What follows belongs to an exercise in optimizing a design on an open flow for small area, a short achievable clock period and few clock cycles; a production flow would make more cautious choices.
The RTL was checked by simulation tests, not by an equivalence proof against the original design.
Power and IR drop assume default switching activity.

### design.v
module tile_addr_gen (
    input  wire        clk,
    input  wire        rst,
    input  wire        start,
    input  wire [15:0] img_w,
    input  wire [15:0] img_h,
    input  wire [15:0] tile_w,
    input  wire [15:0] tile_h,
    input  wire [15:0] meta_w,
    input  wire [15:0] meta_h,
    input  wire        do_seq,
    input  wire [31:0] pix_len,
    output reg         addr_valid,
    output reg  [31:0] addr,
    input  wire        addr_ready,
    output wire        busy,
    output reg         done,
    output reg  [3:0]  err,
    output reg  [15:0] err_info
);
    localparam S_IDLE  = 2'b00;
    localparam S_SETUP = 2'b01;    
    localparam S_RUN   = 2'b11;    
    localparam OP_PIX0 = 3'd0;   
    localparam OP_PIX1 = 3'd1;   
    localparam OP_DW   = 3'd2;   
    localparam OP_DMW  = 3'd3;   
    localparam OP_DH   = 3'd4;   
    localparam OP_DMH  = 3'd5;   
    localparam OP_E4   = 3'd6;   
    localparam OP_E2   = 3'd7;   
    reg [1:0]  state;
    reg [2:0]  op;
    reg [3:0]  step;
    reg [15:0] tw, th, mw, mh;
    reg        seq;
    reg [15:0] E2;       
    reg [15:0] E4;       
    reg [31:0] T1;       
    reg [31:0] MO;       
    reg [15:0] x, y, i, j, mx, my, nmx;    
    reg        fx, fy, fi, fj, fm, fn;     
    reg        yfirst, jfirst;
    reg        aneg, abig;                 
    reg        e0, rx, ry, rmx;
    assign busy = state[0];
    genvar k;
    wire [15:0] acc = MO[31:16];
    wire [15:0] ex  = MO[15:0];
    wire [15:0] ey  = mx;
    wire        mc  = (op == OP_PIX0) || (op == OP_PIX1) || (op == OP_E4) || (op == OP_E2);
    reg  [15:0] eop;
    always @(*) begin
        case (op)
            OP_PIX1: eop = E4;
            OP_DMW:  eop = mw;
            OP_DH:   eop = th;
            OP_DMH:  eop = mh;
            OP_E4:   eop = mw;
            default: eop = tw;
        endcase
    end
    wire        last_step = (step == 4'd15);
    wire [16:0] sh   = {acc, ex[15]};
    wire [15:0] sub  = (!mc || (op == OP_E2 ? last_step : ey[15])) ? eop : 16'd0;
    wire [17:0] t    = {1'b0, sh} - {2'b0, sub};
    wire        tneg = t[17];
    wire        frozen = aneg | abig;
    wire [15:0] acc_n = !mc ? (tneg ? sh[15:0] : t[15:0])
                            : ((frozen || tneg || t[16]) ? acc : t[15:0]);
    wire [15:0] ex_n  = {ex[14:0], mc ? ex[15] : ~tneg};
    wire        aneg_n = aneg | (~frozen & mc & tneg);
    wire        abig_n = abig | (~frozen & mc & ~tneg & t[16]);
    wire        rem_n = (acc_n != 16'd0);
    wire        skip8 = (step == 4'd0) &&
                        (mc ? ((ey[15:8] == 8'd0) || (op == OP_E2)) : (ex[15:8] == 8'd0));
    wire wx  = fx;
    wire wy  = wx & fy;
    wire wi  = wy & fi;
    wire wj  = wi & fj;
    wire wmx = wj & fm;
    wire wmy = wmx & fn;
    wire capt = wx & yfirst;
    wire capm = capt & fi & jfirst;
    reg [31:0] ga;
    reg [15:0] gb;
    always @(*) begin
        ga = addr; gb = 16'd0;
        if (wx) begin
            if (!wy)       gb = E2;
            else if (!wi)  ga = capt ? addr : T1;
            else if (!wj)  gb = E4;
            else if (!wmx) ga = capm ? addr : MO;
        end
    end
    wire [16:0] glo = {1'b0, ga[15:0]} + {1'b0, gb} + 17'd1;
    wire [15:0] s_lo = glo[15:0];
    wire        c16 = glo[16];
    wire [16:0] pa;             
    assign pa[0] = 1'b1;
    wire [15:0] s_hi;
    generate for (k = 0; k < 16; k = k + 1) begin : g_inc
        assign s_hi[k]  = ga[16+k] ^ (c16 & pa[k]);
        assign pa[k+1]  = pa[k] & ga[16+k];
    end endgenerate
    wire [31:0] gsum = {s_hi, s_lo};
    reg [15:0] dsel;
    always @(*) begin
        if (!wx)       dsel = x;
        else if (!wy)  dsel = y;
        else if (!wi)  dsel = i;
        else if (!wj)  dsel = j;
        else if (!wmx) dsel = mx;
        else           dsel = my;
    end
    wire [15:0] dsub;
    wire [16:0] db;
    assign db[0] = 1'b1;
    generate for (k = 0; k < 16; k = k + 1) begin : g_dec
        assign dsub[k]  = dsel[k] ^ db[k];
        assign db[k+1]  = db[k] & ~dsel[k];
    end endgenerate
    wire dsub1 = (dsub == 16'd1);
    wire tw1 = (tw == 16'd1);
    wire th1 = (th == 16'd1);
    wire mw1 = (mw == 16'd1);
    wire mh1 = (mh == 16'd1);
    wire nmx1 = (nmx == 16'd1);
    wire gstep = state[1] & addr_ready;
    wire zero_w = (E2 == 16'd0);
    wire zero_h = (E4 == 16'd0);
    always @(posedge clk) begin
        begin
            done <= 1'b0;
            case (state)
            S_IDLE: begin
                tw   <= tile_w;
                th   <= tile_h;
                mw   <= do_seq ? meta_w : 16'd1;
                mh   <= do_seq ? meta_h : 16'd1;
                seq  <= do_seq;
                E2   <= img_w;
                E4   <= img_h;
                MO   <= pix_len;
                j    <= pix_len[31:16];
                mx   <= tile_h;
                aneg <= 1'b0;
                abig <= 1'b0;
                op   <= OP_PIX0;
                step <= 4'd0;
                if (start) state <= S_SETUP;
            end
            S_SETUP: begin
                if (skip8) begin
                    step <= 4'd8;
                    MO   <= {acc[7:0], ex[15:8], ex[7:0], ex[15:8]};
                    mx   <= {ey[7:0], 8'd0};
                    abig <= (acc[15:8] != 8'd0);
                end else begin
                    step <= step + 4'd1;
                    MO   <= {acc_n, ex_n};
                    mx   <= {ey[14:0], 1'b0};
                    aneg <= aneg_n;
                    abig <= abig_n;
                end
                if (last_step) begin
                    case (op)
                    OP_PIX0: begin
                        e0   <= aneg_n;
                        MO   <= {j, ex_n};
                        mx   <= E2;
                        aneg <= 1'b0;
                        abig <= 1'b0;
                        op   <= OP_PIX1;
                    end
                    OP_PIX1: begin
                        MO <= {16'd0, E2};
                        op <= OP_DW;
                        if (e0 || aneg_n) begin
                            done     <= 1'b1;
                            err      <= 4'd2;
                            err_info <= {15'd0, ~e0};
                            state    <= S_IDLE;
                        end
                    end
                    OP_DW: begin
                        rx <= rem_n;
                        MO <= {16'd0, ex_n};
                        if (seq) op <= OP_DMW;
                        else begin
                            nmx <= ex_n;
                            MO  <= {16'd0, E4};
                            op  <= OP_DH;
                        end
                    end
                    OP_DMW: begin
                        rmx <= rem_n;
                        nmx <= ex_n;
                        MO  <= {16'd0, E4};
                        op  <= OP_DH;
                    end
                    OP_DH, OP_DMH: begin
                        MO <= {16'd0, ex_n};
                        if (op == OP_DH) ry <= rem_n;
                        if (seq && op == OP_DH) op <= OP_DMH;
                        else begin
                            my   <= ex_n;
                            fn   <= (ex_n == 16'd1);
                            MO   <= {16'd0, E2};
                            mx   <= tw;
                            aneg <= 1'b0;
                            abig <= 1'b0;
                            op   <= OP_E4;
                            if (rx || (op == OP_DH ? rem_n : ry) || tw == 16'd0 || th == 16'd0) begin
                                done     <= 1'b1;
                                err      <= 4'd1;
                                err_info <= 16'd0;
                                state    <= S_IDLE;
                            end else if (seq && (mw == 16'd0 || mh == 16'd0 || rmx || rem_n)) begin
                                done     <= 1'b1;
                                err      <= 4'd1;
                                err_info <= 16'd1;
                                state    <= S_IDLE;
                            end else if (zero_w || zero_h) begin
                                done     <= 1'b1;
                                err      <= 4'd0;
                                state    <= S_IDLE;
                            end
                        end
                    end
                    OP_E4: begin
                        E4   <= acc_n;
                        MO   <= {16'd0, ex_n};
                        aneg <= 1'b0;
                        abig <= 1'b0;
                        op   <= OP_E2;
                    end
                    default: begin   
                        E2     <= acc_n;
                        addr   <= 32'd0;
                        addr_valid <= 1'b1;
                        x      <= tw;
                        y      <= th;
                        i      <= mw;
                        j      <= mh;
                        mx     <= nmx;
                        fx     <= tw1;
                        fy     <= th1;
                        fi     <= mw1;
                        fj     <= mh1;
                        fm     <= nmx1;
                        yfirst <= 1'b1;
                        jfirst <= 1'b1;
                        err    <= 4'd0;
                        state  <= S_RUN;
                    end
                    endcase
                end
            end
            default: begin   
                if (capt) T1 <= addr;
                if (capm) MO <= addr;
                if (gstep) begin
                    if (wmy) begin
                        addr_valid <= 1'b0;
                        done       <= 1'b1;
                        state      <= S_IDLE;
                    end else begin
                        addr <= gsum;
                        x  <= wx ? tw : dsub;
                        fx <= wx ? tw1 : dsub1;
                        if (wx) begin y <= wy ? th  : dsub; fy <= wy ? th1  : dsub1; end
                        if (wy) begin i <= wi ? mw  : dsub; fi <= wi ? mw1  : dsub1; end
                        if (wi) begin j <= wj ? mh  : dsub; fj <= wj ? mh1  : dsub1; end
                        if (wj) begin mx <= wmx ? nmx : dsub; fm <= wmx ? nmx1 : dsub1; end
                        if (wmx) begin my <= dsub; fn <= dsub1; end
                        if (wy) yfirst <= 1'b1; else if (wx) yfirst <= 1'b0;
                        if (wj) jfirst <= 1'b1; else if (wi) jfirst <= 1'b0;
                    end
                end
            end
            endcase
        end
        if (rst) begin
            state      <= S_IDLE;
            done       <= 1'b0;
            addr_valid <= 1'b0;
        end
    end
endmodule
### flow/run.sh
#!/bin/bash
# Layout flow: the standard ORFS flow (standard.sh), with
#  - the port buffers made from small fast cells: sky130_fd_sc_hd__buf_1 on
#    the inputs (the standard buffer_ports call) and sky130_fd_sc_hd__buf_2 on
#    the outputs (flow/outbuf.tcl at the start of the resize step);
#  - repair_timing asked to leave a setup margin, so that it works on the
#    paths that set the achieved period although the 34 ns clock is met.
# The whole make output goes to standard_flow.log; ORFS keeps each step's log
# under orfs/logs.
set -euo pipefail
here=$(pwd)
bash standard.sh \
  BUFFER_PORTS_ARGS="-inputs -buffer_cell sky130_fd_sc_hd__buf_1" \
  PRE_RESIZE_TCL="$here/flow/outbuf.tcl" \
  SETUP_SLACK_MARGIN=26.5 \
  finish > standard_flow.log 2>&1
### flow/outbuf.tcl
buffer_ports -outputs -buffer_cell sky130_fd_sc_hd__buf_2
### standard.sh
#!/bin/bash
# synth_recipe.tcl (not shown) runs the flow's synth.tcl, then flattens the netlist and writes it again
# the make line also repeats each setting of config.mk as NAME=value (left out here)
make -C /OpenROAD-flow-scripts/flow DESIGN_CONFIG=/design/flow/config.mk WORK_HOME=/design/flow/orfs CLKGATE_MAP_FILE= SYNTH_SCRIPT=/design/flow/synth_recipe.tcl "${@:-finish}"
### config.mk
export PLATFORM = sky130hd
export DESIGN_NAME = tile_addr_gen
export DESIGN_NICKNAME = tile_addr_gen
export VERILOG_FILES = /design/flow/design.v
export SDC_FILE = /design/flow/constraint.sdc
export NUM_CORES = 4
export LEC_CHECK = 0
export CAP_MARGIN = 20
export CORE_MARGIN = 2
export CORE_UTILIZATION = 40
export SLEW_MARGIN = 20
### constraint.sdc
create_clock -name core_clock -period 34.0 [get_ports {clk}]
set_input_delay 6.8000 -clock core_clock [delete_from_list [all_inputs] [get_ports {clk}]]
set_output_delay 6.8000 -clock core_clock [all_outputs]
set_load 0.01 [all_outputs]
==> flow_summary.json, run 1 <==
{
  "drt_iter0_drc": 3054,
  "hold_buffers": 0,
  "cp-endpoint": "addr[0]",
  "place_congestion": 0.930,
  "grtUsageTotal_pct": 32.6,
  "final_common_cell": "edfxtp_1",
  "final_cells": 2969,
  "syn2layout_area_growth_pct": 16.9,
  "timing_max_transition_violations_final": 0,
  "fmax_ghz": 0.124,
  "cts.sinks": 333,
  "required_ns": 27.20,
  "die_w_um": 231,
  "vias": 19200,
  "cp-startpoint": "addr[0]",
  "pin_count": 188,
  "period_share_pct": 23.6,
  "cp.buffers_inverters": 1,
  "grt_pass1_wl_um": 126000,
  "r2r_slack_ns": 26.82,
  "skew_ns": 0.0344,
  "post-route-util_pct": 47.1,
  "synth_cell_types": 87,
  "h-tree-depth": 2,
  "synthFlopType": "edfxtp_1",
  "first_global_vias": 17900,
  "setup_violations": 0,
  "p_leak_nw": 8.86,
  "critical_path.max_fanout": 2,
  "yosysTopAreaCell": "edfxtp_1",
  "via_per_inst": 6.46,
  "overflow": 0,
  "synthAdderAreaFrac_pct": 3.41,
  "synth_compound_area_share_pct": 22.4,
  "path_clk_slew_ns": 0.06,
  "grt_max_degree": 87,
  "start_util_pct": 40.3,
  "netlist_area_um2": 20600,
  "cts_buffers": 41,
  "synth_area_leaders": "edfxtp_1 (43%), mux2i_1 (4.7%), o21ai_0 (4.2%), nor2_1 (3.6%), dfxtp_1 (3.5%)",
  "final_cell_mix": "edfxtp_1 (297), nor2_1 (191), nand2_1 (182)",
  "critical-path-max-stage-delay_ns": 0.46,
  "core_um2": 51200,
  "crit-reg2reg-launch": "op[1]",
  "cp.depth": 1,
  "drc": 0,
  "peakVddDrop_mv": 0.0452,
  "dp_cells": 2841,
  "drive_gt1_share_pct": 13.4,
  "clockBufferDepth": 3,
  "rsz0062_at_grt": "yes",
  "dieArea_um2": 53500,
  "reg.largest.list": "MO: 32 flops, T1: 32 flops, addr: 32 flops",
  "diodes": 0,
  "hold_path.class": "reg2reg",
  "max_slew_margin_pct": 24.5,
  "yosys_register_bits": 333,
  "finalHoldViolCount": 0,
  "crit_chain": "buf_2",
  "startpoint_type": "flop",
  "synth_xor_area_share_pct": 1.10,
  "nets": 2446,
  "outcome": "complete, no violations",
  "ant_nets": 0,
  "rr_endpoint": "err[0]",
  "synth_area_per_cell_um2": 9.84,
  "clockRootBuffer": "clkbuf_16",
  "setup_tns_ns": 0,
  "worst_path_max_delay_cell": "edfxtp_1",
  "clk_latency_ns": 0.60,
  "crit_family": "flip-flops",
  "muxShareOfSynthArea_pct": 7.50,
  "routed_wirelength_um": 89100,
  "yosysTopAreaCellShare_pct": 43.2,
  "die_h_um": 231,
  "worstMarginPinSlew_ns": 1.13,
  "cellPowerDensity_nw_per_um2": 86.4,
  "synth_top_family_by_area": "compound AO/OA/AOI/OAI gates",
  "cp-end-kind": "output port",
  "critPathKind": "reg2out",
  "antenna_found_initial": 1,
  "synth_edf_count": 297,
  "wl_per_cell_um": 30.0,
  "rows": 83,
  "async_reset_ff_share_pct": 0,
  "dp_hpwl_um": 63200,
  "port_buffers": 132,
  "yosysSeqAreaShare_pct": 46.7,
  "fin_crit_ns": 8.04,
  "dr.pass1.iters": 10,
  "cap_violations": 0,
  "syn_inst": 2098,
  "cts_tree": "yes",
  "yosys.area_share.simple_pct": 14.7,
  "yosys_warnings": 1,
  "rr_worst_depth": 21,
  "critPathArrivalTime_ns": 1.24
}
per-layer routing:
layer | share of wire [%] | global-route usage (%) | vias up
li1 | - | - | 8336
met1 | 40 | 44.9 | 9392
met2 | 45 | 50.0 | 1253
met3 | 12 | 7.14 | 194
met4 | 4.1 | 12.8 | 2
met5 | 0.052 | 0 | -
cell type report:
cell class | instances | area, um^2
clock buffer | 53 | 1130
clock inverter | 21 | 320
fill | 4809 | 27100
inverter | 45 | 180
multi-input combinational | 1572 | 10400
sequential | 333 | 9650
tap | 680 | 851
timing repair buffer | 264 | 1600
timing repair inverter | 1 | 5.00
stage by stage:
stage / power, mW / worst slack (ns) / hold slack [ns] / cell area [um^2]
3_5_place_dp: 1.54 / 24.94 / 0.486 / 22000
5_1_grt: 2.16 / 25.94 / 0.539 / 24100
3_3_place_gp: 1.53 / 24.96 / 0.534 / 21800
6_report: 2.09 / 25.96 / 0.501 / 24100
2_1_floorplan: 1.21 / 25.74 / 0.501 / 20800
4_1_cts: 2.04 / 25.96 / 0.502 / 23900
cell usage after synthesis (15+ instances only):
cell type,count
a211oi_1,62
a21o_1,30
a21oi_1,143
a222oi_1,39
a22o_1,28
a22oi_1,16
and2_1,42
and3_1,15
buf_1,24
buf_4,17
clkbuf_1,115
dfxtp_1,36
edfxtp_1,297
ha_1,53
inv_1,40
mux2_2,49
mux2i_1,97
nand2_1,187
nand3_1,27
nand4_1,18
nor2_1,196
nor2b_1,25
nor3_1,46
nor4_1,33
o211ai_1,52
o21a_1,20
o21ai_0,172
power by group:
group          switching, mW  total [mW]  internal [mW]
Sequential             0.144       0.684          0.540
Combinational          0.578       0.915          0.337
Clock                  0.190       0.486          0.297
Total                  0.912        2.09           1.17
repair_timing:
item / in CTS / in global routing
pin swaps: 1 / 0
gates resized for setup: 16 / 7
buffers inserted: 34 / 15
gates cloned: 3 / 2
endpoints found under the setup margin: 182 / 93
logic make-up after synthesis:
group           Yosys count
compound gates          684
fa+ha+maj                55
xor+xnor                 26
mux                     148
flops                   333
simple gates            642
buf+inv                 209
other cells               1
worst min-delay path by stage:
| stage | endpoint | slack, ns | from | cells after the start |
|---|---|---|---|---|
| floorplan | nmx[15] | 0.50 | MO[14] | 0 |
| global placement | T1[25] | 0.53 | T1[25] | 2 |
| detailed placement | addr_valid | 0.49 | addr_valid | 2 |
| CTS | addr_valid | 0.50 | addr_valid | 2 |
| global route | addr_valid | 0.54 | addr_valid | 2 |
| finish | addr_valid | 0.50 | addr_valid | 2 |
Testbench counts, summed over its fixed seeds: cycles 189,240.
==> run 2, diff against run 1 <==
==> flow/run.sh (replaced) <==
#!/bin/bash
# Layout flow: the standard ORFS flow (standard.sh), with the port
# buffers made from small fast cells: sky130_fd_sc_hd__buf_1 on the inputs
# (inserted by the standard buffer_ports call) and sky130_fd_sc_hd__buf_2 on
# the outputs (inserted by flow/outbuf.tcl at the start of the resize step).
# The whole make output goes to standard_flow.log; ORFS keeps each step's log
# under orfs/logs.
set -euo pipefail
here=$(pwd)
bash standard.sh \
  BUFFER_PORTS_ARGS="-inputs -buffer_cell sky130_fd_sc_hd__buf_1" \
  PRE_RESIZE_TCL="$here/flow/outbuf.tcl" \
  finish > standard_flow.log 2>&1
==> flow_summary.json, run 2 <==
{
  "cts_buffers": 40,
  "hold-worst-slack_ns": 0.495,
  "clockBufferDepth": 3,
  "worstMarginPinSlew_ns": 1.10,
  "peakVddDrop_mv": 0.0446,
  "setup_tns_ns": 0,
  "pin_count": 188,
  "finalHoldViolCount": 0,
  "whs_path_depth": 2,
  "async_reset_ff_share_pct": 0,
  "overflow": 0,
  "routed_wirelength_um": 86600,
  "first_global_vias": 17700,
  "period_share_pct": 24.0,
  "cap_violations": 0,
  "dp_cells": 2851,
  "pwr-share-comb_pct": 44.9,
  "antenna_found_initial": 0,
  "yosysTopAreaCellShare_pct": 43.2,
  "timing_max_transition_violations_final": 0,
  "drc": 0,
  "dr.pass1.iters": 11,
  "muxShareOfSynthArea_pct": 7.50,
  "cts_tree": "yes",
  "die_w_um": 231,
  "grt_max_degree": 83,
  "yosysTopAreaCell": "edfxtp_1",
  "vias": 18900,
  "netlist_area_um2": 20600,
  "clk_latency_ns": 0.58,
  "p_switching_uw": 903,
  "max_slew_margin_pct": 26.7,
  "grtUsageTotal_pct": 31.8,
  "place_congestion": 0.974,
  "p_leak_nw": 8.46,
  "dp_hpwl_um": 62900,
  "h-tree-depth": 2,
  "post-route-util_pct": 45.3,
  "crit_chain": "buf_1, nand2_1, a21oi_1, o21bai_1, inv_2, buf_4",
  "drive_gt1_share_pct": 10.4,
  "hold_buffers": 0,
  "start_util_pct": 40.3,
  "cts-resized-gates": 0,
  "setup_violations": 0,
  "worst_path_max_delay_cell": "buf_4",
  "synth_xor_area_share_pct": 1.10,
  "synthAdderAreaFrac_pct": 3.41,
  "path_clk_slew_ns": 0.06,
  "power.total_mw": 2.00,
  "synth_common_cells": "edfxtp_1 (297), nor2_1 (196), nand2_1 (187), o21ai_0 (172), a21oi_1 (143)",
  "rows": 83,
  "yosys_register_bits": 333,
  "yosys_warnings": 1,
  "dieArea_um2": 53500,
  "yosys.area_share.simple_pct": 14.7,
  "ant_nets": 0,
  "postPlaceCellArea_um2": 22000,
  "cts_setup_buffers": 0,
  "syn2layout_area_growth_pct": 12.3,
  "drt_iter0_drc": 2816,
  "required_ns": 34.19,
  "rr_worst_depth": 18,
  "fmax_ghz": 0.123,
  "syn_inst": 2098,
  "pwr-share-clk_pct": 20.6,
  "synth_cell_types": 87,
  "p_sw_share_pct": 45.2,
  "die_h_um": 231,
  "cellPowerDensity_nw_per_um2": 86.3,
  "synth_area_leaders": "edfxtp_1 (43%), mux2i_1 (4.7%), o21ai_0 (4.2%), nor2_1 (3.6%), dfxtp_1 (3.5%)",
  "nets": 2401,
  "critical-path-max-stage-delay_ns": 0.64,
  "port_buffers": 132,
  "synth_area_per_cell_um2": 9.84,
  "dp_slack_ns": 25.32,
  "yosysMostFrequentCell": "edfxtp_1",
  "clockRootBuffer": "clkbuf_16",
  "cts.sinks": 333,
  "critical_path.max_fanout": 49,
  "skew_ns": 0.0347,
  "p_seq_share_pct": 34.5,
  "grt_pass1_wl_um": 123000,
  "startpoint_type": "input pin",
  "final_cells": 2923,
  "cp-end-kind": "flop",
  "final_cell_mix": "edfxtp_1 (297), nor2_1 (191), nand2_1 (186)",
  "reg.largest.list": "MO: 32 flops, T1: 32 flops, addr: 32 flops",
  "fin_crit_ns": 8.15,
  "synth_compound_area_share_pct": 22.4,
  "via_per_inst": 6.47,
  "outcome": "complete, no violations",
  "synthFlopType": "edfxtp_1",
  "yosysSeqAreaShare_pct": 46.7,
  "core_um2": 51200,
  "hold_path.class": "reg2reg",
  "rsz0062_at_grt": "no",
  "critPathArrivalTime_ns": 8.33,
  "setup_ws_ns": 25.85,
  "synth_edf_count": 297,
  "p_int_mw": 1.10,
  "critPathKind": "in2reg",
  "synth_top_family_by_area": "compound AO/OA/AOI/OAI gates",
  "stdcell_area_um2": 23200,
  "wl_per_cell_um": 29.6,
  "final_common_cell": "edfxtp_1"
}
[run 2: cell counts after synthesis]
No cell type changed its count.
[run 2: final timing paths]
| path | slack [ns] | start | end |
|---|---|---|---|
| worst min register to register | 0.49 | addr_valid | addr_valid |
| worst max register to register | 26.15 | op[2] | err[0] |
| worst max-delay path | 25.85 | addr_ready | addr[10] |
| worst min-delay path | 0.49 | addr_valid | addr_valid |
[run 2: logic make-up after synthesis]
logic type | Yosys count
flops | 333
fa+ha+maj | 55
buf+inv | 209
mux | 148
other cells | 1
compound gates | 684
xor+xnor | 26
simple gates | 642
[run 2: layer usage]
layer	vias to the layer above	global-route usage, %	part of all wire (%)
met1	9161	42.5	40
met2	1268	48.4	44
met4	0	14.6	4.7
met3	215	8.27	12
li1	8256	-	-
met5	-	0	0
[run 2: area by class of cell]
cell class                      instances  area (um^2)
Antenna cell                            1         2.50
Fill cell                            4951        28000
Inverter                               45          169
Timing Repair Buffer                  221         1070
Clock inverter                         18          115
Tap cell                              680          851
Sequential cell                       333         9640
Multi-Input combinational cell       1572        10200
Clock buffer                           53         1090
[run 2: power by group through the flow]
stage                     Clock [mW]  Sequential [mW]  Combinational [mW]
after global routing           0.429            0.688               0.961
after floorplan                    0            0.595               0.609
final                          0.412            0.690               0.899
after detailed placement           0            0.685               0.868
after global placement             0            0.689               0.849
after CTS                      0.416            0.678               0.873
[run 2: worst max-delay path: cells and delay by family]
kind,cells,cell delay [ns]
AOI/OAI and AO/OA,2,0.35
buffers and inverters,3,0.98
and+or+nand+nor,1,0.15
==> run 3, diff against run 2 <==
--- a/design.v
+++ b/design.v
@@ -43,7 +43,8 @@
     reg        yfirst, jfirst;
     reg        aneg, abig;                 
     reg        e0, rx, ry, rmx;
-    assign busy = state[0];
+    reg busy_o;
+    assign busy = busy_o;
     genvar k;
     wire [15:0] acc = MO[31:16];
     wire [15:0] ex  = MO[15:0];
@@ -142,13 +143,16 @@
                 E2   <= img_w;
                 E4   <= img_h;
                 MO   <= pix_len;
-                j    <= pix_len[31:16];
+                nmx  <= pix_len[31:16];
                 mx   <= tile_h;
                 aneg <= 1'b0;
                 abig <= 1'b0;
                 op   <= OP_PIX0;
                 step <= 4'd0;
-                if (start) state <= S_SETUP;
+                if (start) begin
+                    state  <= S_SETUP;
+                    busy_o <= 1'b1;
+                end
             end
             S_SETUP: begin
                 if (skip8) begin
@@ -167,7 +171,7 @@
                     case (op)
                     OP_PIX0: begin
                         e0   <= aneg_n;
-                        MO   <= {j, ex_n};
+                        MO   <= {nmx, ex_n};
                         mx   <= E2;
                         aneg <= 1'b0;
                         abig <= 1'b0;
@@ -181,6 +185,7 @@
                             err      <= 4'd2;
                             err_info <= {15'd0, ~e0};
                             state    <= S_IDLE;
+                            busy_o   <= 1'b0;
                         end
                     end
                     OP_DW: begin
@@ -216,15 +221,18 @@
                                 err      <= 4'd1;
                                 err_info <= 16'd0;
                                 state    <= S_IDLE;
+                            busy_o   <= 1'b0;
                             end else if (seq && (mw == 16'd0 || mh == 16'd0 || rmx || rem_n)) begin
                                 done     <= 1'b1;
                                 err      <= 4'd1;
                                 err_info <= 16'd1;
                                 state    <= S_IDLE;
+                            busy_o   <= 1'b0;
                             end else if (zero_w || zero_h) begin
                                 done     <= 1'b1;
                                 err      <= 4'd0;
                                 state    <= S_IDLE;
+                            busy_o   <= 1'b0;
                             end
                         end
                     end
@@ -237,20 +245,9 @@
                     end
                     default: begin   
                         E2     <= acc_n;
-                        addr   <= 32'd0;
                         addr_valid <= 1'b1;
-                        x      <= tw;
-                        y      <= th;
-                        i      <= mw;
-                        j      <= mh;
                         mx     <= nmx;
-                        fx     <= tw1;
-                        fy     <= th1;
-                        fi     <= mw1;
-                        fj     <= mh1;
                         fm     <= nmx1;
-                        yfirst <= 1'b1;
-                        jfirst <= 1'b1;
                         err    <= 4'd0;
                         state  <= S_RUN;
                     end
@@ -265,24 +262,37 @@
                         addr_valid <= 1'b0;
                         done       <= 1'b1;
                         state      <= S_IDLE;
+            busy_o     <= 1'b0;
                     end else begin
-                        addr <= gsum;
-                        x  <= wx ? tw : dsub;
-                        fx <= wx ? tw1 : dsub1;
-                        if (wx) begin y <= wy ? th  : dsub; fy <= wy ? th1  : dsub1; end
-                        if (wy) begin i <= wi ? mw  : dsub; fi <= wi ? mw1  : dsub1; end
-                        if (wi) begin j <= wj ? mh  : dsub; fj <= wj ? mh1  : dsub1; end
                         if (wj) begin mx <= wmx ? nmx : dsub; fm <= wmx ? nmx1 : dsub1; end
                         if (wmx) begin my <= dsub; fn <= dsub1; end
-                        if (wy) yfirst <= 1'b1; else if (wx) yfirst <= 1'b0;
-                        if (wj) jfirst <= 1'b1; else if (wi) jfirst <= 1'b0;
                     end
                 end
             end
             endcase
         end
+        if (!state[1] || addr_ready) begin
+            addr <= state[1] ? gsum : 32'd0;
+            x    <= (!state[1] || wx) ? tw  : dsub;
+            fx   <= (!state[1] || wx) ? tw1 : dsub1;
+        end
+        if (!state[1] || (addr_ready && wx)) begin
+            y      <= (!state[1] || wy) ? th  : dsub;
+            fy     <= (!state[1] || wy) ? th1 : dsub1;
+            yfirst <= !state[1] || wy;
+        end
+        if (!state[1] || (addr_ready && wy)) begin
+            i  <= (!state[1] || wi) ? mw  : dsub;
+            fi <= (!state[1] || wi) ? mw1 : dsub1;
+        end
+        if (!state[1] || (addr_ready && wi)) begin
+            j      <= (!state[1] || wj) ? mh  : dsub;
+            fj     <= (!state[1] || wj) ? mh1 : dsub1;
+            jfirst <= !state[1] || wj;
+        end
         if (rst) begin
             state      <= S_IDLE;
+            busy_o     <= 1'b0;
             done       <= 1'b0;
             addr_valid <= 1'b0;
         end
==> flow_summary.json, run 3 <==
{
  "vias": 18900,
  "dp_hpwl_um": 61400,
  "worstHoldStart": "busy_o",
  "hold-worst-slack_ns": 0.482,
  "async_reset_ff_share_pct": 0,
  "worstMarginPinSlew_ns": 1.13,
  "ff_latch_area_um2": 9660,
  "power.total_mw": 1.65,
  "dp_slack_ns": 25.59,
  "required_ns": 34.41,
  "grtUsageMet1_pct": 42.7,
  "dieArea_um2": 53300,
  "routed_wirelength_um": 83700,
  "grt_max_degree": 86,
  "final_cells": 2927,
  "dr.pass1.iters": 11,
  "rsz0062_at_grt": "no",
  "setup_tns_ns": 0,
  "nets": 2402,
  "cts_setup_buffers": 0,
  "critPathKind": "reg2reg",
  "critical-path-max-stage-delay_ns": 0.81,
  "ant_nets": 0,
  "fmax_ghz": 0.121,
  "rr_worst_depth": 19,
  "startpoint_type": "flop",
  "via_per_inst": 6.46,
  "yosys_register_bits": 334,
  "cellPowerDensity_nw_per_um2": 71.1,
  "antenna_found_initial": 3,
  "whs_path_depth": 2,
  "synth_edf_count": 297,
  "finalHoldViolCount": 0,
  "h-tree-depth": 2,
  "hold_buffers": 0,
  "crit_family": "compound AO/OA/AOI/OAI gates",
  "hold_path.class": "reg2reg",
  "synthFlopType": "edfxtp_1",
  "critPathArrivalTime_ns": 8.67,
  "cts_buffers": 41,
  "grtUsageMet3_pct": 6.65,
  "grt.met2_usage_pct": 46.6,
  "cap_violations": 0,
  "final_common_cell": "edfxtp_1",
  "max_slew_margin_pct": 24.2,
  "rows": 83,
  "worst_path_max_delay_cell": "nor3_2",
  "diodes": 0,
  "p_leak_nw": 8.69,
  "port_buffers": 132,
  "peakVddDrop_mv": 0.0346,
  "cp.buffers_inverters": 3,
  "yosysTopAreaCellShare_pct": 43.3,
  "yosysSeqAreaShare_pct": 46.9,
  "start_util_pct": 40.3,
  "yosysMostFrequentCell": "edfxtp_1",
  "netlist_area_um2": 20600,
  "period_share_pct": 24.3,
  "drive_gt1_share_pct": 10.2,
  "grtUsageTotal_pct": 30.6,
  "yosysTopAreaCell": "edfxtp_1",
  "synth_area_per_cell_um2": 9.77,
  "synth_cell_types": 86,
  "skew_ns": 0.0263,
  "cp.depth": 19,
  "critical_path.max_fanout": 28,
  "overflow": 0,
  "synth_area_leaders": "edfxtp_1 (43%), nand2_1 (4.5%), mux2i_1 (4.2%), o21ai_0 (3.7%), dfxtp_1 (3.6%)",
  "cp-end-kind": "flop",
  "core_um2": 51100,
  "cts-resized-gates": 0,
  "fin_crit_ns": 8.26,
  "timing_max_transition_violations_final": 0,
  "setup_violations": 0,
  "drt_iter0_drc": 3367,
  "cts.sinks": 334,
  "fillers": 4923,
  "die_h_um": 231,
  "dp_cells": 2850,
  "drc": 0,
  "clk_latency_ns": 0.59,
  "pin_count": 188,
  "clockBufferDepth": 3,
  "grt_pass1_wl_um": 120000,
  "crit-reg2reg-launch": "op[2]",
  "path_clk_slew_ns": 0.06,
  "syn2layout_area_growth_pct": 12.7,
  "syn_inst": 2107,
  "clockRootBuffer": "clkbuf_16",
  "worstHoldEndpoint": "busy_o",
  "outcome": "complete, no violations",
  "reg.largest.list": "MO: 32 flops, T1: 32 flops, addr: 32 flops",
  "place_congestion": 1.01,
  "grt.busiest_layer": "met2",
  "rr_endpoint": "done",
  "yosys_warnings": 1,
  "r2r_slack_ns": 25.74,
  "first_global_vias": 17400,
  "wl_per_cell_um": 28.6,
  "cts_tree": "yes",
  "crit_chain": "clkinv_1, ha_1, inv_1, o211ai_1, buf_4, o211ai_1, ha_1, a2111oi_0, o21ai_1, nand4b_1, a31oi_1, nor3_2, mux2_1, o21ai_1, nand4_1, or3_4, o31a_1, o311ai_1, a31oi_1",
  "final_cell_mix": "edfxtp_1 (297), nand2_1 (244), nor2_1 (183)",
  "synth_common_cells": "edfxtp_1 (297), nand2_1 (245), nor2_1 (189), o21ai_0 (154), a21oi_1 (122)",
  "die_w_um": 231,
  "multi_input_area_um2": 10200,
  "setup_ws_ns": 25.74
}
run 3: changes by cell type in the layout (fill, tap and decap cells not counted), moves of 7 or more:
cell / before / now
buf_4: 51 / 38
nor2_1: 191 / 183
a211oi_1: 62 / 69
a21oi_1: 143 / 122
mux2i_1: 97 / 87
a22o_1: 28 / 14
a22oi_1: 16 / 2
a221o_1: 14 / 23
o21ai_0: 171 / 153
nand2b_1: 12 / 21
nand2_1: 186 / 244
a31oi_1: 5 / 12
run 3: cell families (layout without fill, tap and decap cells):
logic type | after synthesis | in the layout | share of synthesized area (%)
other | 1 | 17 | 0.0182
buffers and inverters | 208 | 332 | 4.16
AO/OA/AOI/OAI | 635 | 635 | 21.4
AND/OR/NAND/NOR | 713 | 713 | 16.2
XOR/XNOR | 28 | 28 | 1.19
multiplexers | 133 | 133 | 6.76
flip-flops | 334 | 334 | 46.9
adder cells (fa/ha/maj) | 55 | 55 | 3.42
run 3: worst max-delay path by stage:
stage                    end  startpoint  slack, ns
global placement    addr[26]  addr_ready      25.59
floorplan              mx[0]  addr_ready      25.58
global route            done       op[2]      25.49
CTS                 addr[23]    addr[23]      25.91
finish                  done       op[2]      25.74
detailed placement  addr[26]  addr_ready      25.59
run 3: where the power goes:
| part | switching (mW) | leakage [nW] | total, mW | internal (mW) |
|---|---|---|---|---|
| Combinational | 0.399 | 4.63 | 0.619 | 0.220 |
| Sequential | 0.0893 | 3.41 | 0.585 | 0.496 |
| Clock | 0.187 | 0.661 | 0.446 | 0.258 |
run 3: through the flow:
step	area [um^2]	utilization (%)
5_1_grt	23200	45.4
3_5_place_dp	21800	42.7
2_1_floorplan	20600	-
3_3_place_gp	21600	42.4
4_1_cts	23200	45.4
6_report	23200	45.4
run 3: routing by layer:
layer	vias to the layer above	part of all wire, %
met5	-	0.039
met4	4	4.3
met3	224	11
met2	1272	44
met1	9166	40
li1	8251	-
run 3: area by class of cell:
type	count	area share, %
Multi-Input combinational cell	1581	43.9
Inverter	48	0.776
Sequential cell	334	41.6
Clock buffer	59	5.06
Clock inverter	17	0.760
Tap cell	680	3.67
Timing Repair Buffer	208	4.19
run 3: worst reg2reg max path, stage by stage (launching register included):
cell and delay (ns):
edfxtp_1 0.59, clkinv_1 0.70, ha_1 0.57, inv_1 0.36, o211ai_1 0.47, buf_4 0.32
o211ai_1 0.11, ha_1 0.34, a2111oi_0 0.56, o21ai_1 0.26, nand4b_1 0.25, a31oi_1 0.22
nor3_2 0.81, mux2_1 0.39, o21ai_1 0.27, nand4_1 0.20, or3_4 0.45, o31a_1 0.42
o311ai_1 0.60, a31oi_1 0.20
Testbench counts of run 3, summed over its fixed seeds: cycles 189,240.
==> run 4, diff against run 3 <==
==> flow/run.sh (replaced) <==
#!/bin/bash
# Layout flow: the standard ORFS flow (standard.sh), with
#  - the port buffers made from small fast cells: sky130_fd_sc_hd__buf_1 on
#    the inputs (the standard buffer_ports call) and sky130_fd_sc_hd__buf_2 on
#    the outputs (flow/outbuf.tcl at the start of the resize step);
#  - a denser core (65% utilisation) for shorter wires;
#  - clock tree sinks clustered up to 20 to a buffer (20 clock buffers, not 37).
# The whole make output goes to standard_flow.log; ORFS keeps each step's log
# under orfs/logs.
set -euo pipefail
here=$(pwd)
bash standard.sh \
  BUFFER_PORTS_ARGS="-inputs -buffer_cell sky130_fd_sc_hd__buf_1" \
  PRE_RESIZE_TCL="$here/flow/outbuf.tcl" \
  CORE_UTILIZATION=65 CTS_CLUSTER_SIZE=20 CTS_CLUSTER_DIAMETER=100 \
  finish > standard_flow.log 2>&1
==> flow_summary.json, run 4 <==
{
  "outcome": "complete, no violations",
  "period_share_pct": 23.6,
  "synth_area_per_cell_um2": 9.77,
  "yosys_register_bits": 334,
  "cp.buffers_inverters": 1,
  "fmax_ghz": 0.125,
  "dp_hpwl_um": 54800,
  "required_ns": 27.20,
  "grt_pass1_wl_um": 110000,
  "dieArea_um2": 33100,
  "drive_gt1_share_pct": 8.42,
  "synth_edf_count": 297,
  "syn_inst": 2107,
  "cts.sinks": 334,
  "rows": 65,
  "setup_violations": 0,
  "hold_buffers": 0,
  "antenna_found_initial": 2,
  "setup_tns_ns": 0,
  "path_clk_slew_ns": 0.09,
  "final_common_cell": "edfxtp_1",
  "peakVddDrop_mv": 0.0782,
  "rr_worst_depth": 21,
  "worst_path_max_delay_cell": "edfxtp_1",
  "clockBufferDepth": 3,
  "cellPowerDensity_nw_per_um2": 65.9,
  "async_reset_ff_share_pct": 0,
  "synth_cell_types": 86,
  "max_slew_margin_pct": 22.6,
  "crit_family": "flip-flops",
  "crit-reg2reg-launch": "op[2]",
  "setup_ws_ns": 25.98,
  "yosysTopAreaCell": "edfxtp_1",
  "synth_area_leaders": "edfxtp_1 (43%), nand2_1 (4.5%), mux2i_1 (4.2%), o21ai_0 (3.7%), dfxtp_1 (3.6%)",
  "cts_buffers": 20,
  "final_cells": 2613,
  "fin_crit_ns": 8.02,
  "worstHoldStart": "busy_o",
  "worstHoldEndpoint": "busy_o",
  "dr.pass1.iters": 14,
  "dp_slack_ns": 25.72,
  "yosysMostFrequentCell": "edfxtp_1",
  "hold-worst-slack_ns": 0.534,
  "port_buffers": 132,
  "worstMarginPinSlew_ns": 1.16,
  "routed_wirelength_um": 75300,
  "finalHoldViolCount": 0,
  "p_leak_nw": 8.32,
  "cts_setup_buffers": 0,
  "yosys_warnings": 1,
  "rsz0062_at_grt": "no",
  "place_congestion": 1.04,
  "h-tree-depth": 1,
  "first_global_vias": 17400,
  "critical_path.max_fanout": 4,
  "skew_ns": 0.0200,
  "reg.largest.list": "MO: 32 flops, T1: 32 flops, addr: 32 flops",
  "whs_path_depth": 2,
  "rr_endpoint": "err_info[0]",
  "cts-resized-gates": 0,
  "wl_per_cell_um": 28.8,
  "dp_cells": 2574,
  "critPathKind": "reg2out",
  "via_per_inst": 7.35,
  "grt_max_degree": 85,
  "yosysSeqAreaShare_pct": 46.9,
  "die_w_um": 182,
  "netlist_area_um2": 20600,
  "cts_tree": "yes",
  "pin_count": 188,
  "critical-path-max-stage-delay_ns": 0.49,
  "cp-end-kind": "output port",
  "yosysTopAreaCellShare_pct": 43.3,
  "hold_path.class": "reg2reg",
  "vias": 19200,
  "clk_latency_ns": 0.55,
  "critPathArrivalTime_ns": 1.22,
  "synth_common_cells": "edfxtp_1 (297), nand2_1 (245), nor2_1 (189), o21ai_0 (154), a21oi_1 (122)",
  "synthFlopType": "edfxtp_1",
  "grtUsageTotal_pct": 44.6,
  "clockRootBuffer": "clkbuf_16",
  "crit_chain": "buf_2",
  "syn2layout_area_growth_pct": 7.41,
  "nets": 2382,
  "timing_max_transition_violations_final": 0,
  "drc": 0,
  "cap_violations": 0,
  "ant_nets": 0,
  "overflow": 0,
  "r2r_slack_ns": 26.02,
  "start_util_pct": 65.6,
  "drt_iter0_drc": 3719,
  "core_um2": 31400,
  "die_h_um": 182,
  "final_cell_mix": "edfxtp_1 (297), nand2_1 (244), nor2_1 (185)",
  "startpoint_type": "flop"
}
==> run 4: cell counts after synthesis <==
Identical to the previous run, type by type.
==> run 4: area by class of cell <==
class,count,area (um^2)
clock buffer,35,578
antenna,3,7.51
sequential,334,9660
timing repair buffer,209,992
tap,402,503
multi-input combinational,1581,10200
inverter,48,180
clock inverter,1,6.26
fill,2420,9280
==> run 4: logic make-up (layout without fill, tap and decap cells) <==
family,count (synthesis),in the layout,share of synthesized area [%]
multiplexers,133,133,6.76
AND/OR/NAND/NOR,713,713,16.2
XOR/XNOR,28,28,1.19
flip-flops,334,334,46.9
buffers and inverters,208,293,4.16
other,1,20,0.0182
AO/OA/AOI/OAI,635,635,21.4
adder cells (fa/ha/maj),55,55,3.42
==> run 4: worst max path at each step <==
stage	from	to	slack, ns	cells after the start
global route	op[2]	err_info[0]	25.62	19
detailed placement	addr_ready	addr[26]	25.72	4
global placement	addr_ready	addr[26]	25.44	3
floorplan	addr_ready	mx[0]	25.58	2
finish	addr[31]	addr[31]	25.98	1
CTS	addr[10]	addr[10]	26.00	1
==> run 4: routing by layer <==
layer	wire length [um]	up-vias	GRT usage [%]
li1	-	8183	-
met1	27200	8982	60.7
met2	31600	1706	66.1
met3	11500	325	12.9
met4	4930	2	20.9
met5	49	-	0
==> run 4: power breakdown <==
group	internal (mW)	total (mW)	switching (mW)
combinational	0.221	0.614	0.394
clock	0.117	0.256	0.140
sequential	0.495	0.587	0.0917
==> run 4: stage by stage <==
| stage | instance area, um^2 | power (mW) | utilization, % |
|---|---|---|---|
| after floorplan | 20600 | 0.963 | - |
| after global placement | 21300 | 1.16 | 67.8 |
| after detailed placement | 21500 | 1.17 | 68.5 |
| after CTS | 22100 | 1.42 | 70.4 |
| after global routing | 22100 | 1.50 | 70.4 |
| final | 22100 | 1.46 | 70.4 |
==> run 5, diff against run 4 <==
==> flow/run.sh (replaced) <==
#!/bin/bash
# Layout flow: the standard ORFS flow (standard.sh), with
#  - the port buffers made from small fast cells: sky130_fd_sc_hd__buf_1 on
#    the inputs (the standard buffer_ports call) and sky130_fd_sc_hd__buf_2 on
#    the outputs (flow/outbuf.tcl at the start of the resize step);
#  - a denser core (50% utilisation) for shorter wires;
#  - clock tree sinks clustered up to 20 to a buffer (20 clock buffers, not 37).
# The whole make output goes to standard_flow.log; ORFS keeps each step's log
# under orfs/logs.
set -euo pipefail
here=$(pwd)
bash standard.sh \
  BUFFER_PORTS_ARGS="-inputs -buffer_cell sky130_fd_sc_hd__buf_1" \
  PRE_RESIZE_TCL="$here/flow/outbuf.tcl" \
  CORE_UTILIZATION=50 CTS_CLUSTER_SIZE=20 CTS_CLUSTER_DIAMETER=100 \
  finish > standard_flow.log 2>&1
==> flow_summary.json, run 5 <==
{
  "p_switching_uw": 632,
  "syn2layout_area_growth_pct": 8.53,
  "grt_max_degree": 89,
  "timing_max_transition_violations_final": 0,
  "synth_area_leaders": "edfxtp_1 (43%), nand2_1 (4.5%), mux2i_1 (4.2%), o21ai_0 (3.7%), dfxtp_1 (3.6%)",
  "syn_inst": 2107,
  "grt_pass1_wl_um": 117000,
  "synth_compound_area_share_pct": 21.4,
  "synth_area_per_cell_um2": 9.77,
  "peakVddDrop_mv": 0.0851,
  "wl_per_cell_um": 30.0,
  "hold_path.class": "reg2reg",
  "setup_violations": 0,
  "muxShareOfSynthArea_pct": 6.76,
  "clk_latency_ns": 0.57,
  "cts.sinks": 334,
  "vias": 18500,
  "cp-end-kind": "output port",
  "yosysTopAreaCell": "edfxtp_1",
  "place_congestion": 0.971,
  "drt_iter0_drc": 3066,
  "dieArea_um2": 42800,
  "rows": 74,
  "critPathKind": "reg2out",
  "overflow": 0,
  "diodes": 0,
  "worstMarginPinSlew_ns": 1.12,
  "path_clk_slew_ns": 0.10,
  "clockRootBuffer": "clkbuf_16",
  "startpoint_type": "flop",
  "p_sw_share_pct": 42.8,
  "die_w_um": 207,
  "required_ns": 27.20,
  "via_per_inst": 6.75,
  "synth_xor_area_share_pct": 1.19,
  "clockBufferDepth": 3,
  "crit_family": "flip-flops",
  "pin_count": 188,
  "start_util_pct": 50.5,
  "die_h_um": 207,
  "fmax_ghz": 0.124,
  "first_global_vias": 17200,
  "critical-path-max-stage-delay_ns": 0.50,
  "setup_tns_ns": 0,
  "final_cells": 2746,
  "yosys_warnings": 1,
  "critical_path.max_fanout": 4,
  "hold-worst-slack_ns": 0.542,
  "yosys_register_bits": 334,
  "pwr-share-clk_pct": 18.6,
  "max_slew_margin_pct": 25.0,
  "ant_nets": 0,
  "drive_gt1_share_pct": 8.67,
  "h-tree-depth": 1,
  "cts_buffers": 21,
  "dp_slack_ns": 25.53,
  "dr.pass1.iters": 10,
  "drc": 0,
  "yosysTopAreaCellShare_pct": 43.3,
  "synth_edf_count": 297,
  "yosysSeqAreaShare_pct": 46.9,
  "core_um2": 40700,
  "synthFlopType": "edfxtp_1",
  "cap_violations": 0,
  "yosysMostFrequentCell": "edfxtp_1",
  "yosys.area_share.simple_pct": 16.2,
  "cts_tree": "yes",
  "final_common_cell": "edfxtp_1",
  "port_buffers": 132,
  "period_share_pct": 23.7,
  "crit_chain": "buf_2",
  "skew_ns": 0.0453,
  "routed_wirelength_um": 82300,
  "grtUsageTotal_pct": 38.0,
  "setup_ws_ns": 25.93,
  "p_leak_nw": 8.36,
  "finalHoldViolCount": 0,
  "dp_hpwl_um": 60600,
  "fin_crit_ns": 8.07,
  "async_reset_ff_share_pct": 0,
  "worst_path_max_delay_cell": "edfxtp_1",
  "rsz0062_at_grt": "no",
  "cts_setup_buffers": 0,
  "pwr-share-comb_pct": 41.8,
  "cp.buffers_inverters": 1,
  "outcome": "complete, no violations",
  "nets": 2388,
  "dp_cells": 2707,
  "reg.largest.list": "MO: 32 flops, T1: 32 flops, addr: 32 flops",
  "antenna_found_initial": 1,
  "power.total_mw": 1.48,
  "critPathArrivalTime_ns": 1.27,
  "synthAdderAreaFrac_pct": 3.42,
  "cellPowerDensity_nw_per_um2": 66.1,
  "synth_common_cells": "edfxtp_1 (297), nand2_1 (245), nor2_1 (189), o21ai_0 (154), a21oi_1 (122)",
  "p_seq_share_pct": 39.6,
  "netlist_area_um2": 20600,
  "synth_cell_types": 86,
  "hold_buffers": 0,
  "synth_top_family_by_area": "compound AO/OA/AOI/OAI gates",
  "final_cell_mix": "edfxtp_1 (297), nand2_1 (244), nor2_1 (185)",
  "p_int_uw": 844,
  "cts-resized-gates": 0
}
run 5: cell counts after synthesis:
No cell type changed its count.
run 5: logic make-up after synthesis:
kind of cell	Yosys count
XOR/XNOR	28
AND/OR/NAND/NOR	713
adder cells (fa/ha/maj)	55
other	1
AO/OA/AOI/OAI	635
buffers and inverters	208
flip-flops	334
multiplexers	133
run 5: stage by stage:
step / util (%) / instance area (um^2)
2_1_floorplan: - / 20600
3_3_place_gp: 52.8 / 21500
3_5_place_dp: 53.2 / 21700
4_1_cts: 54.8 / 22300
5_1_grt: 54.8 / 22300
6_report: 54.8 / 22300
run 5: metal layers:
layer / share of wire (%) / vias to the layer above / track usage [%] / wire, um
li1: - / 8193 / - / -
met1: 41 / 8919 / 55.3 / 33900
met2: 43 / 1235 / 55.6 / 35400
met3: 11 / 181 / 7.32 / 9280
met4: 4.4 / 2 / 15.4 / 3630
met5: 0.016 / - / 0 / 13
run 5: layout make-up:
| class | instances | area (um^2) |
|---|---|---|
| clock inverter | 3 | 55.1 |
| multi-input combinational | 1581 | 10200 |
| inverter | 48 | 180 |
| clock buffer | 34 | 574 |
| fill | 3690 | 18400 |
| timing repair buffer | 214 | 1020 |
| sequential | 334 | 9660 |
| tap | 532 | 666 |
run 5: worst paths after layout:
| kind | slack (ns) | startpoint | endpoint | cells after the start |
|---|---|---|---|---|
| min | 0.54 | busy_o | busy_o | 2 |
| max reg2reg | 26.59 | op[1] | err_info[0] | 20 |
| max | 25.93 | addr[0] | addr[0] | 1 |
| min reg2reg | 0.54 | busy_o | busy_o | 2 |
run 5: power by group through the flow:
stage / Clock [mW] / Combinational, mW / Sequential (mW)
final: 0.275 / 0.616 / 0.585
after global routing: 0.286 / 0.663 / 0.583
after CTS: 0.274 / 0.601 / 0.579
after detailed placement: 0 / 0.597 / 0.587
after global placement: 0 / 0.589 / 0.589
after floorplan: 0 / 0.432 / 0.531
==> run 6, diff against run 5 <==
--- a/design.v
+++ b/design.v
@@ -43,6 +43,7 @@
     reg        yfirst, jfirst;
     reg        aneg, abig;                 
     reg        e0, rx, ry, rmx;
+    reg        dec;      
     reg busy_o;
     assign busy = busy_o;
     genvar k;
@@ -73,6 +74,7 @@
     wire        aneg_n = aneg | (~frozen & mc & tneg);
     wire        abig_n = abig | (~frozen & mc & ~tneg & t[16]);
     wire        rem_n = (acc_n != 16'd0);
+    wire        rem_r = (acc != 16'd0);
     wire        skip8 = (step == 4'd0) &&
                         (mc ? ((ey[15:8] == 8'd0) || (op == OP_E2)) : (ex[15:8] == 8'd0));
     wire wx  = fx;
@@ -149,12 +151,50 @@
                 abig <= 1'b0;
                 op   <= OP_PIX0;
                 step <= 4'd0;
+                dec  <= 1'b0;
                 if (start) begin
                     state  <= S_SETUP;
                     busy_o <= 1'b1;
                 end
             end
-            S_SETUP: begin
+            S_SETUP: if (dec) begin
+                dec <= 1'b0;
+                if (op == OP_PIX1) begin
+                    MO <= {16'd0, E2};
+                    op <= OP_DW;
+                    if (e0 || aneg) begin
+                        done     <= 1'b1;
+                        err      <= 4'd2;
+                        err_info <= {15'd0, ~e0};
+                        state    <= S_IDLE;
+                        busy_o   <= 1'b0;
+                    end
+                end else begin
+                    MO   <= {16'd0, E2};
+                    mx   <= tw;
+                    aneg <= 1'b0;
+                    abig <= 1'b0;
+                    op   <= OP_E4;
+                    if (rx || (seq ? ry : rem_r) || tw == 16'd0 || th == 16'd0) begin
+                        done     <= 1'b1;
+                        err      <= 4'd1;
+                        err_info <= 16'd0;
+                        state    <= S_IDLE;
+                        busy_o   <= 1'b0;
+                    end else if (seq && (mw == 16'd0 || mh == 16'd0 || rmx || rem_r)) begin
+                        done     <= 1'b1;
+                        err      <= 4'd1;
+                        err_info <= 16'd1;
+                        state    <= S_IDLE;
+                        busy_o   <= 1'b0;
+                    end else if (zero_w || zero_h) begin
+                        done     <= 1'b1;
+                        err      <= 4'd0;
+                        state    <= S_IDLE;
+                        busy_o   <= 1'b0;
+                    end
+                end
+            end else begin
                 if (skip8) begin
                     step <= 4'd8;
                     MO   <= {acc[7:0], ex[15:8], ex[7:0], ex[15:8]};
@@ -178,15 +218,7 @@
                         op   <= OP_PIX1;
                     end
                     OP_PIX1: begin
-                        MO <= {16'd0, E2};
-                        op <= OP_DW;
-                        if (e0 || aneg_n) begin
-                            done     <= 1'b1;
-                            err      <= 4'd2;
-                            err_info <= {15'd0, ~e0};
-                            state    <= S_IDLE;
-                            busy_o   <= 1'b0;
-                        end
+                        dec <= 1'b1;
                     end
                     OP_DW: begin
                         rx <= rem_n;
@@ -205,35 +237,14 @@
                         op  <= OP_DH;
                     end
                     OP_DH, OP_DMH: begin
-                        MO <= {16'd0, ex_n};
                         if (op == OP_DH) ry <= rem_n;
-                        if (seq && op == OP_DH) op <= OP_DMH;
-                        else begin
-                            my   <= ex_n;
-                            fn   <= (ex_n == 16'd1);
-                            MO   <= {16'd0, E2};
-                            mx   <= tw;
-                            aneg <= 1'b0;
-                            abig <= 1'b0;
-                            op   <= OP_E4;
-                            if (rx || (op == OP_DH ? rem_n : ry) || tw == 16'd0 || th == 16'd0) begin
-                                done     <= 1'b1;
-                                err      <= 4'd1;
-                                err_info <= 16'd0;
-                                state    <= S_IDLE;
-                            busy_o   <= 1'b0;
-                            end else if (seq && (mw == 16'd0 || mh == 16'd0 || rmx || rem_n)) begin
-                                done     <= 1'b1;
-                                err      <= 4'd1;
-                                err_info <= 16'd1;
-                                state    <= S_IDLE;
-                            busy_o   <= 1'b0;
-                            end else if (zero_w || zero_h) begin
-                                done     <= 1'b1;
-                                err      <= 4'd0;
-                                state    <= S_IDLE;
-                            busy_o   <= 1'b0;
-                            end
+                        if (seq && op == OP_DH) begin
+                            MO <= {16'd0, ex_n};
+                            op <= OP_DMH;
+                        end else begin
+                            my  <= ex_n;
+                            fn  <= (ex_n == 16'd1);
+                            dec <= 1'b1;
                         end
                     end
                     OP_E4: begin
==> flow_summary.json, run 6 <==
{
  "outcome": "complete, no violations",
  "yosysTopAreaCell": "edfxtp_1",
  "critPathKind": "in2reg",
  "r2r_slack_ns": 26.64,
  "grtUsageMet3_pct": 8.91,
  "routed_wirelength_um": 85000,
  "reg.largest.list": "MO: 32 flops, T1: 32 flops, addr: 32 flops",
  "nets": 2455,
  "synth_area_per_cell_um2": 9.45,
  "fin_crit_ns": 8.49,
  "via_per_inst": 6.85,
  "dp_cells": 2776,
  "dr.pass1.iters": 8,
  "grt.busiest_layer": "met1",
  "grt_pass1_wl_um": 121000,
  "yosysTopAreaCellShare_pct": 43.2,
  "dp_slack_ns": 25.37,
  "syn_inst": 2190,
  "p_leak_nw": 8.48,
  "dieArea_um2": 43100,
  "peakVddDrop_mv": 0.0666,
  "stdcell_area_um2": 22300,
  "synth_area_leaders": "edfxtp_1 (43%), nand2_1 (6.4%), mux2i_1 (4.7%), o21ai_0 (3.9%), dfxtp_1 (3.6%)",
  "cts_setup_buffers": 0,
  "grt_max_degree": 81,
  "start_util_pct": 50.7,
  "path_clk_slew_ns": 0.08,
  "diodes": 0,
  "final_common_cell": "nand2_1",
  "dp_hpwl_um": 63300,
  "die_h_um": 207,
  "rr_endpoint": "rx",
  "fmax_ghz": 0.118,
  "cts_buffers": 21,
  "cts-resized-gates": 0,
  "postPlaceCellArea_um2": 21700,
  "overflow": 0,
  "hold_buffers": 0,
  "cellPowerDensity_nw_per_um2": 62.8,
  "synthFlopType": "edfxtp_1",
  "cap_violations": 0,
  "final_cells": 2814,
  "required_ns": 34.02,
  "critical_path.max_fanout": 49,
  "finalHoldViolCount": 0,
  "hold_path.class": "reg2reg",
  "cp-startpoint": "addr_ready",
  "vias": 19300,
  "h-tree-depth": 1,
  "period_share_pct": 25.0,
  "die_w_um": 207,
  "setup_tns_ns": 0,
  "pin_count": 188,
  "yosys_register_bits": 335,
  "grtUsageMet1_pct": 57.7,
  "netlist_area_um2": 20700,
  "power.total_mw": 1.40,
  "core_um2": 40800,
  "async_reset_ff_share_pct": 0,
  "synth_cell_types": 84,
  "cp-end-kind": "flop",
  "rr_worst_depth": 18,
  "final_cell_mix": "nand2_1 (350), edfxtp_1 (298), nor2_1 (170)",
  "yosysSeqAreaShare_pct": 46.8,
  "timing_max_transition_violations_final": 0,
  "clk_latency_ns": 0.56,
  "clockBufferDepth": 3,
  "max_slew_margin_pct": 29.2,
  "skew_ns": 0.0362,
  "fillers": 3769,
  "clockRootBuffer": "clkbuf_16",
  "drc": 0,
  "crit-reg2reg-launch": "op[2]",
  "yosysMostFrequentCell": "nand2_1",
  "rows": 74,
  "drive_gt1_share_pct": 7.32,
  "cts.sinks": 335,
  "worstMarginPinSlew_ns": 1.05,
  "hold-worst-slack_ns": 0.507,
  "setup_violations": 0,
  "cp-endpoint": "addr[17]",
  "grt.met2_usage_pct": 53.7,
  "antenna_found_initial": 0,
  "wl_per_cell_um": 30.2,
  "setup_ws_ns": 25.51,
  "first_global_vias": 17600,
  "synth_common_cells": "nand2_1 (351), edfxtp_1 (298), nor2_1 (175), o21ai_0 (161), a21oi_1 (131)",
  "post-route-util_pct": 54.7,
  "port_buffers": 132,
  "ant_nets": 0,
  "drt_iter0_drc": 3453,
  "cts_tree": "yes",
  "startpoint_type": "input pin",
  "syn2layout_area_growth_pct": 7.87,
  "synth_edf_count": 298,
  "critPathArrivalTime_ns": 8.51,
  "rsz0062_at_grt": "no",
  "place_congestion": 0.976,
  "yosys_warnings": 1,
  "grtUsageTotal_pct": 38.1
}
-- run 6: changes by cell type after synthesis, moves of 19 or more --
cell      before  now
nand2_1      245  351
a22oi_1        2   45
o211ai_1      48   13
a222oi_1      40    9
a211oi_1      69   39
a31oi_1       12   31
nand3_1       33   52
-- run 6: critical path, cell delays in order --
cell      delay [ns]
buf_1           0.18
nor2_1          0.58
clkinv_2        0.91
-- run 6: worst min-delay path by stage --
stage | slack, ns | cells after the start | start | endpoint
CTS | 0.50 | 2 | busy_o | busy_o
floorplan | 0.49 | 2 | addr_valid | addr_valid
global placement | 0.53 | 2 | busy_o | busy_o
detailed placement | 0.48 | 2 | busy_o | busy_o
global route | 0.54 | 2 | busy_o | busy_o
finish | 0.51 | 2 | busy_o | busy_o
-- run 6: where the power goes --
group,internal (mW),switching [mW]
clock,0.119,0.147
sequential,0.508,0.109
combinational,0.181,0.338
total,0.809,0.595
-- run 6: layer usage --
metal,wire [um],share of wire (%)
met4,3270,3.8
met3,11700,14
met5,0,0
met1,35100,41
met2,35000,41
-- run 6: logic make-up after synthesis --
logic type	count (synthesis)	share of synthesized area (%)
adders and majority gates	54	3.34
buffers and inverters	219	4.44
AOI/OAI and AO/OA	637	20.8
and+or+nand+nor	791	17.2
DFF	335	46.8
other	1	0.0181
muxes	128	6.39
xor gates and xnor gates	25	1.06
-- run 6: area by class of cell --
type | count | area (um^2) | area share [%]
Multi-Input combinational cell | 1652 | 10200 | 45.7
Sequential cell | 335 | 9690 | 43.4
Timing Repair Buffer | 209 | 986 | 4.41
Tap cell | 532 | 666 | 2.98
Clock buffer | 35 | 578 | 2.59
Inverter | 49 | 185 | 0.829
Clock inverter | 2 | 28.8 | 0.129
Testbench counts of run 6, summed over its fixed seeds: cycles 189,400.
==> run 7, diff against run 6 <==
==> flow/run.sh (replaced) <==
#!/bin/bash
# Layout flow: the standard ORFS flow (standard.sh), with
#  - the port buffers made from small fast cells: sky130_fd_sc_hd__buf_1 on
#    the inputs (the standard buffer_ports call) and sky130_fd_sc_hd__buf_4 on
#    the outputs (flow/outbuf.tcl at the start of the resize step);
#  - a denser core (50% utilisation) for shorter wires;
#  - clock tree sinks clustered up to 20 to a buffer (20 clock buffers, not 37);
#  - repair_design aiming 50% below the library's max slew, so that high-fanout
#    enable nets (addr_ready's) get a proper buffer tree.
# The whole make output goes to standard_flow.log; ORFS keeps each step's log
# under orfs/logs.
set -euo pipefail
here=$(pwd)
bash standard.sh \
  BUFFER_PORTS_ARGS="-inputs -buffer_cell sky130_fd_sc_hd__buf_1" \
  PRE_RESIZE_TCL="$here/flow/outbuf.tcl" \
  CORE_UTILIZATION=50 CTS_CLUSTER_SIZE=20 CTS_CLUSTER_DIAMETER=100 \
  SLEW_MARGIN=50 \
  finish > standard_flow.log 2>&1
==> flow/outbuf.tcl (replaced) <==
buffer_ports -outputs -buffer_cell sky130_fd_sc_hd__buf_4
==> flow_summary.json, run 7 <==
{
  "outcome": "complete, no violations",
  "pin_count": 188,
  "place_congestion": 0.976,
  "synth_area_leaders": "edfxtp_1 (43%), nand2_1 (6.4%), mux2i_1 (4.7%), o21ai_0 (3.9%), dfxtp_1 (3.6%)",
  "p_leak_nw": 8.54,
  "wl_per_cell_um": 30.2,
  "yosys_register_bits": 335,
  "antenna_found_initial": 0,
  "cts_tree": "yes",
  "overflow": 0,
  "yosysSeqAreaShare_pct": 46.8,
  "start_util_pct": 50.7,
  "hold_path.class": "reg2reg",
  "crit_family": "flip-flops",
  "vias": 19400,
  "diodes": 0,
  "fillers": 3787,
  "core_um2": 40800,
  "peakVddDrop_mv": 0.0737,
  "critical-path-max-stage-delay_ns": 0.55,
  "syn2layout_area_growth_pct": 9.28,
  "startpoint_type": "flop",
  "cp-startpoint": "addr[20]",
  "cts_buffers": 21,
  "synth_common_cells": "nand2_1 (351), edfxtp_1 (298), nor2_1 (175), o21ai_0 (161), a21oi_1 (131)",
  "clockRootBuffer": "clkbuf_16",
  "clk_latency_ns": 0.57,
  "critPathKind": "reg2out",
  "synth_edf_count": 298,
  "netlist_area_um2": 20700,
  "dieArea_um2": 43100,
  "cts.sinks": 335,
  "routed_wirelength_um": 85300,
  "async_reset_ff_share_pct": 0,
  "yosys_warnings": 1,
  "rows": 74,
  "yosysMostFrequentCell": "nand2_1",
  "dp_cells": 2784,
  "critical_path.max_fanout": 4,
  "cp.buffers_inverters": 1,
  "path_clk_slew_ns": 0.09,
  "cts-resized-gates": 0,
  "grt_pass1_wl_um": 121000,
  "hold_buffers": 0,
  "fmax_ghz": 0.123,
  "drt_iter0_drc": 3372,
  "worst_path_max_delay_cell": "edfxtp_1",
  "h-tree-depth": 1,
  "period_share_pct": 23.9,
  "skew_ns": 0.0367,
  "final_cells": 2823,
  "nets": 2464,
  "stdcell_area_um2": 22600,
  "final_common_cell": "nand2_1",
  "syn_inst": 2190,
  "dr.pass1.iters": 6,
  "yosysTopAreaCellShare_pct": 43.2,
  "clockBufferDepth": 3,
  "cp-end-kind": "output port",
  "rsz0062_at_grt": "no",
  "postPlaceCellArea_um2": 22000,
  "cts_setup_buffers": 0,
  "power.total_mw": 1.42,
  "yosysTopAreaCell": "edfxtp_1",
  "synthFlopType": "edfxtp_1",
  "worstMarginPinSlew_ns": 0.723,
  "first_global_vias": 17600,
  "required_ns": 27.20,
  "critPathArrivalTime_ns": 1.33,
  "dp_hpwl_um": 63500,
  "drc": 0,
  "timing_max_transition_violations_final": 0,
  "grtUsageTotal_pct": 38.3,
  "setup_tns_ns": 0,
  "die_w_um": 207,
  "cellPowerDensity_nw_per_um2": 62.6,
  "finalHoldViolCount": 0,
  "via_per_inst": 6.86,
  "synth_area_per_cell_um2": 9.45,
  "synth_cell_types": 84,
  "grt_max_degree": 81,
  "die_h_um": 207,
  "port_buffers": 132,
  "post-route-util_pct": 55.4,
  "crit-reg2reg-launch": "fy",
  "worstHoldStart": "busy_o",
  "reg.largest.list": "MO: 32 flops, T1: 32 flops, addr: 32 flops",
  "crit_chain": "buf_4",
  "drive_gt1_share_pct": 8.42,
  "setup_violations": 0,
  "cap_violations": 0,
  "final_cell_mix": "nand2_1 (346), edfxtp_1 (298), nor2_1 (165)",
  "max_slew_margin_pct": 51.8,
  "ant_nets": 0,
  "fin_crit_ns": 8.13
}
-- run 7: cell count changes in the layout (fill, tap and decap cells not counted), sizes merged --
cell    before  now
clkinv       2    1
buf        209  217
inv         49   50
clkbuf      35   36
-- run 7: final cells by class --
| class | count | area [um^2] | area share, % |
|---|---|---|---|
| Sequential cell | 335 | 9690 | 42.8 |
| Inverter | 49 | 191 | 0.846 |
| Clock buffer | 35 | 578 | 2.55 |
| Tap cell | 532 | 666 | 2.94 |
| Multi-Input combinational cell | 1652 | 10300 | 45.5 |
| Clock inverter | 2 | 28.8 | 0.127 |
| Timing Repair Buffer | 218 | 1170 | 5.18 |
-- run 7: path summary, 6_finish.rpt --
| path | slack [ns] | to | cells after the start |
|---|---|---|---|
| max | 25.87 | addr[20] | 1 |
| min | 0.51 | busy_o | 2 |
| max reg2reg | 27.07 | fi | 25 |
| min reg2reg | 0.51 | busy_o | 2 |
-- run 7: logic make-up after synthesis --
kind of cell | count (synthesis) | synth area share, %
other | 1 | 0.0181
adders and majority gates | 54 | 3.34
muxes | 128 | 6.39
xor gates and xnor gates | 25 | 1.06
buffers and inverters | 219 | 4.44
and+or+nand+nor | 791 | 17.2
DFF | 335 | 46.8
AOI/OAI and AO/OA | 637 | 20.8
-- run 7: power breakdown --
group          total [mW]  switching (mW)  leakage [nW]  internal (mW)
logic               0.529           0.341          4.81          0.188
clock network       0.269           0.150         0.290          0.119
registers           0.618           0.109          3.44          0.508
total                1.42           0.601          8.54          0.815
-- run 7: layer usage --
metal	vias to the layer above	part of all wire, %	global-route usage, %
met4	0	4.0	12.3
met2	1452	41	53.4
met5	-	0	0
met1	9394	42	58.2
met3	169	13	9.20
li1	8357	-	-
-- run 7: worst register-to-register path, stage by stage, from the launching register on --
cell and delay [ns]:
edfxtp_1 0.58, buf_6 0.23, and2_1 0.38, a31oi_1 0.33
mux2i_1 0.14, a21oi_1 0.16, mux2_2 0.31, inv_1 0.09
ha_1 0.19, ha_1 0.19, ha_1 0.18, ha_1 0.18
ha_1 0.18, ha_1 0.18, ha_1 0.18, ha_1 0.17
ha_1 0.18, ha_1 0.18, ha_1 0.19, ha_1 0.18
ha_1 0.18, ha_1 0.59, nand4_1 0.19, nor4_2 0.52
nand2_1 0.41, o21ai_0 0.44
-- run 7: stage by stage --
step,hold WS (ns),worst slack (ns)
2_1_floorplan,0.492,25.76
3_3_place_gp,0.526,25.37
3_5_place_dp,0.477,25.72
4_1_cts,0.498,25.89
5_1_grt,0.562,25.87
6_report,0.508,25.87

==> afterwards: timing with drivers on the ports <==
No port has a modelled driver above. Below, the same layouts with a new extraction and two added sets of constraints. Step 1 assumes that a clkbuf_16 drives the clock port and a buf_2 every other input. Step 2 also shifts input and output timing later by t, the mid clock arrival at the registers, as if the neighbouring blocks saw the same clock. a / b / c = ideal / step 1 / step 2; a / b = the first two.
| run | t, ns | slack for setup (ns) |
|---|---|---|
| run 1 | 0.646 | 25.964 / 25.899 / 25.757 |
| run 2 | 0.627 | 25.854 / 25.848 / 25.272 |
| run 3 | 0.637 | 25.740 / 25.740 / 25.563 |
| run 4 | 0.597 | 25.980 / 25.925 / 25.634 |
| run 5 | 0.611 | 25.935 / 25.873 / 25.472 |
| run 6 | 0.603 | 25.507 / 25.538 / 24.935 |
| run 7 | 0.611 | 25.866 / 25.810 / 25.627 |
After both steps setup and hold are still met in every run listed.
